Background: an optimization exercise with open tools, aiming at small area and a short achievable clock period. Do not read the settings as production practice.
The RTL was checked by simulation tests, not by an equivalence proof against the original design.

== job 9883 ==
==> flow/design.v (excerpt) <==
module rmdo_core (
    input  wire        clk,
    input  wire        rst,
    input  wire        tick,
    input  wire        cmd_valid,
    input  wire [31:0] cmd_word,
    output wire [7:0]  out_sample,
    output wire [31:0] result
);
clock: 180.0 ns
lec_check: 0
abc_area: 1
cap_margin: 20
core_margin: 2
core_utilization: 60
slew_margin: 20
synth_memory_max_bits: 32768
run.sh (not shown) runs the stock make flow with config.mk's settings and CLKGATE_MAP_FILE= SYNTH_SCRIPT=/design/flow/synth_recipe.tcl, a recipe that flattens the netlist after the stock synthesis.
The inputs of job 8264 differ from those of job 9883 as listed below.
# job 9883
export LEC_CHECK = 0
export ABC_AREA = 1
export CAP_MARGIN = 20
export CORE_MARGIN = 2
export CORE_UTILIZATION = 60
export SLEW_MARGIN = 20
export SYNTH_MEMORY_MAX_BITS = 32768
create_clock -name core_clock -period 180.0 [get_ports {clk}]
# job 8264
export LEC_CHECK = 0
export ABC_AREA = 1
export CAP_MARGIN = 90
export CORE_MARGIN = 2
export CORE_UTILIZATION = 60
export SLEW_MARGIN = 90
export SYNTH_MEMORY_MAX_BITS = 32768
create_clock -name core_clock -period 180.0 [get_ports {clk}]
--- outcome ---
Tool error DPL-0038 stopped job 8264 during detailed placement (3_5_place_dp); no final results.
Taking job 9883 as the reference, in job 8264 average footprint of a synthesized cell was more or less identical, synthesized area was more or less identical, final RePlAce weighted congestion was more or less identical.
For job 4880, these inputs were changed with respect to job 8264:
# job 8264
export LEC_CHECK = 0
export ABC_AREA = 1
export CAP_MARGIN = 90
export CORE_MARGIN = 2
export CORE_UTILIZATION = 60
export SLEW_MARGIN = 90
export SYNTH_MEMORY_MAX_BITS = 32768
create_clock -name core_clock -period 180.0 [get_ports {clk}]
# job 4880
export LEC_CHECK = 0
export ABC_AREA = 1
export CAP_MARGIN = 60
export CORE_MARGIN = 2
export CORE_UTILIZATION = 50
export PLACE_DENSITY = 0.75
export SLEW_MARGIN = 60
export SYNTH_MEMORY_MAX_BITS = 32768
create_clock -name core_clock -period 180.0 [get_ports {clk}]
==> run summary <==
From job 8264 to job 4880, simple-gate portion of the synthesized area did not move at all. Job 4880 vs job 8264 on initial standard-cell utilization of the core: job 4880 is the lower one. Among job 4880 and job 8264, the run that stopped before the end is job 8264, and it is the only one. [job 4880 vs job 8264] die width: higher in job 4880. NOTE final weighted congestion in routability-driven placement job 8264->job 4880 decreased by a few percent. Height of the die, job 4880 and job 8264: higher on job 4880. Diff job 4880..job 8264 | area share of xor/xnor cells in the synthesized design | unchanged.
Relative to job 4880, the following input files were edited for job 2046:
# job 4880
export LEC_CHECK = 0
export ABC_AREA = 1
export CAP_MARGIN = 60
export CORE_MARGIN = 2
export CORE_UTILIZATION = 50
export PLACE_DENSITY = 0.75
export SLEW_MARGIN = 60
export SYNTH_MEMORY_MAX_BITS = 32768
create_clock -name core_clock -period 180.0 [get_ports {clk}]
# job 2046
export LEC_CHECK = 0
export ABC_AREA = 1
export CAP_MARGIN = 75
export CORE_MARGIN = 2
export CORE_UTILIZATION = 55
export SLEW_MARGIN = 75
export SYNTH_MEMORY_MAX_BITS = 32768
create_clock -name core_clock -period 180.0 [get_ports {clk}]
==> comparison <==
Job 2046 vs. job 4880: number of tapcells dropped 99, routing usage on met1 climbed 6.9 points.
Worst hold slack on job 2046 is ahead of job 4880.
Compared with job 4880, job 2046 shows a maximum frequency that is about 1.6% higher.
Going from job 4880 to job 2046, detail-routed via count per cell moved down; overall track demand over capacity in global routing moved up; synthesized cell count level; multi-input logic area moved up.
diff inputs: job 2046 => job 3538
# job 2046
export LEC_CHECK = 0
export ABC_AREA = 1
export CAP_MARGIN = 75
export CORE_MARGIN = 2
export CORE_UTILIZATION = 55
export SLEW_MARGIN = 75
export SYNTH_MEMORY_MAX_BITS = 32768
create_clock -name core_clock -period 180.0 [get_ports {clk}]
# job 3538
export LEC_CHECK = 0
export ABC_AREA = 1
export CAP_MARGIN = 60
export CORE_MARGIN = 2
export CORE_UTILIZATION = 60
export GPL_ROUTABILITY_DRIVEN = 0
export GPL_TIMING_DRIVEN = 0
export SLEW_MARGIN = 60
export SYNTH_MEMORY_MAX_BITS = 32768
create_clock -name core_clock -period 180.0 [get_ports {clk}]
Findings:
- When the final numbers for job 2046 and job 3538 were put side by side, the register-to-register slack turned out to be greater in job 2046.
- The initial core utilization of job 3538 is higher than that of job 2046.
- Looking at fraction of the core area covered by cells at the end of the flow across job 2046 and job 3538, the one that comes out higher is job 3538.
- The number of tap cells inserted reported for job 3538 is smaller than that of job 2046 by 9.1%.
- Worst setup timing slack at the placement stage for job 3538: 1340 ps down relative to job 2046
- Diff job 2046 -> job 3538: largest fanout on the critical path decreased 21, number of global-route vias before repair now sits higher, die area lost about 8%.
## Diff of input files: job 8102 against job 3538
# job 3538
export LEC_CHECK = 0
export ABC_AREA = 1
export CAP_MARGIN = 60
export CORE_MARGIN = 2
export CORE_UTILIZATION = 60
export GPL_ROUTABILITY_DRIVEN = 0
export GPL_TIMING_DRIVEN = 0
export SLEW_MARGIN = 60
export SYNTH_MEMORY_MAX_BITS = 32768
create_clock -name core_clock -period 180.0 [get_ports {clk}]
# job 8102
export LEC_CHECK = 0
export ABC_AREA = 1
export CAP_MARGIN = 40
export CORE_MARGIN = 2
export CORE_UTILIZATION = 60
export SLEW_MARGIN = 40
export SYNTH_MEMORY_MAX_BITS = 32768
create_clock -name core_clock -period 180.0 [get_ports {clk}]
==> comparison <==
Worst hold slack essentially unchanged between job 8102 and job 3538.
Non-clock buffer count (lower): job 8102
For the non-clock buffer share of cell area, job 8102 came in 1.2 points lower than job 3538 did.
When the final numbers for job 3538 and job 8102 were put side by side, the count of clock buffers in the final design turned out to be smaller in job 3538.
Compared with job 3538, job 8102 shows a lower met3 layer usage reported by global route.
Job 8102 reports its end point of the critical path as pr[7]$_DFFE_PP_ while job 3538 reports pr[5]$_DFFE_PP_.
From job 3538 to job 8102 the numbers moved as follows: sum of met3 wire segment lengths after detailed routing moved down; worst setup slack went up; maximum number of pins on one net before global-route repair rose about 120%; area growth from synthesis to layout decreased by 2.3 points relative to the old numbers.
Job 3538 has lower worst-case setup slack after placement than job 8102.

## afterwards: timing with drivers on the ports
The results above use ideal ports. As a check the final layouts listed here were re-extracted and re-timed, cells and wires unchanged.
Step 1 (the two cells are an assumption about what drives the block):
set clk [get_ports {clk}]
set_driving_cell -lib_cell sky130_fd_sc_hd__clkbuf_16 $clk
set_driving_cell -lib_cell sky130_fd_sc_hd__buf_2 [delete_from_list [all_inputs] $clk]
Step 2 adds t to the input delays and takes it off the output delays; t is the mean of the earliest and latest rising clock arrival at the registers after step 1. Input paths then give back, and output paths get back, about the clock's delay inside the block.
Slacks: ideal ports / drivers / drivers and shift; pairs: ideal ports / drivers.
run | t (ns) | slack for setup (ns) | latest minus earliest clock arrival (ns) | worst slew at a driven data input, ns | cell pins on the clock port's net
job 9883 | 0.625 | 117.001 / 116.942 / 117.033 | 0.027 / 0.027 | 0.09 | 1
job 4880 | 0.637 | 118.046 / 118.082 / 117.445 | 0.024 / 0.024 | 0.10 | 1
job 2046 | 0.601 | 119.033 / 118.976 / 118.799 | 0.015 / 0.015 | 0.10 | 1
job 3538 | 0.623 | 117.236 / 117.268 / 116.645 | 0.036 / 0.037 | 0.07 | 1
job 8102 | 0.603 | 117.371 / 117.400 / 116.798 | 0.017 / 0.017 | 0.09 | 1
After both steps setup and hold are still met in every run listed. For job 4880, which loses most, drivers alone change the setup slack by +0.036 ns; drivers and shift together by -0.601 ns.
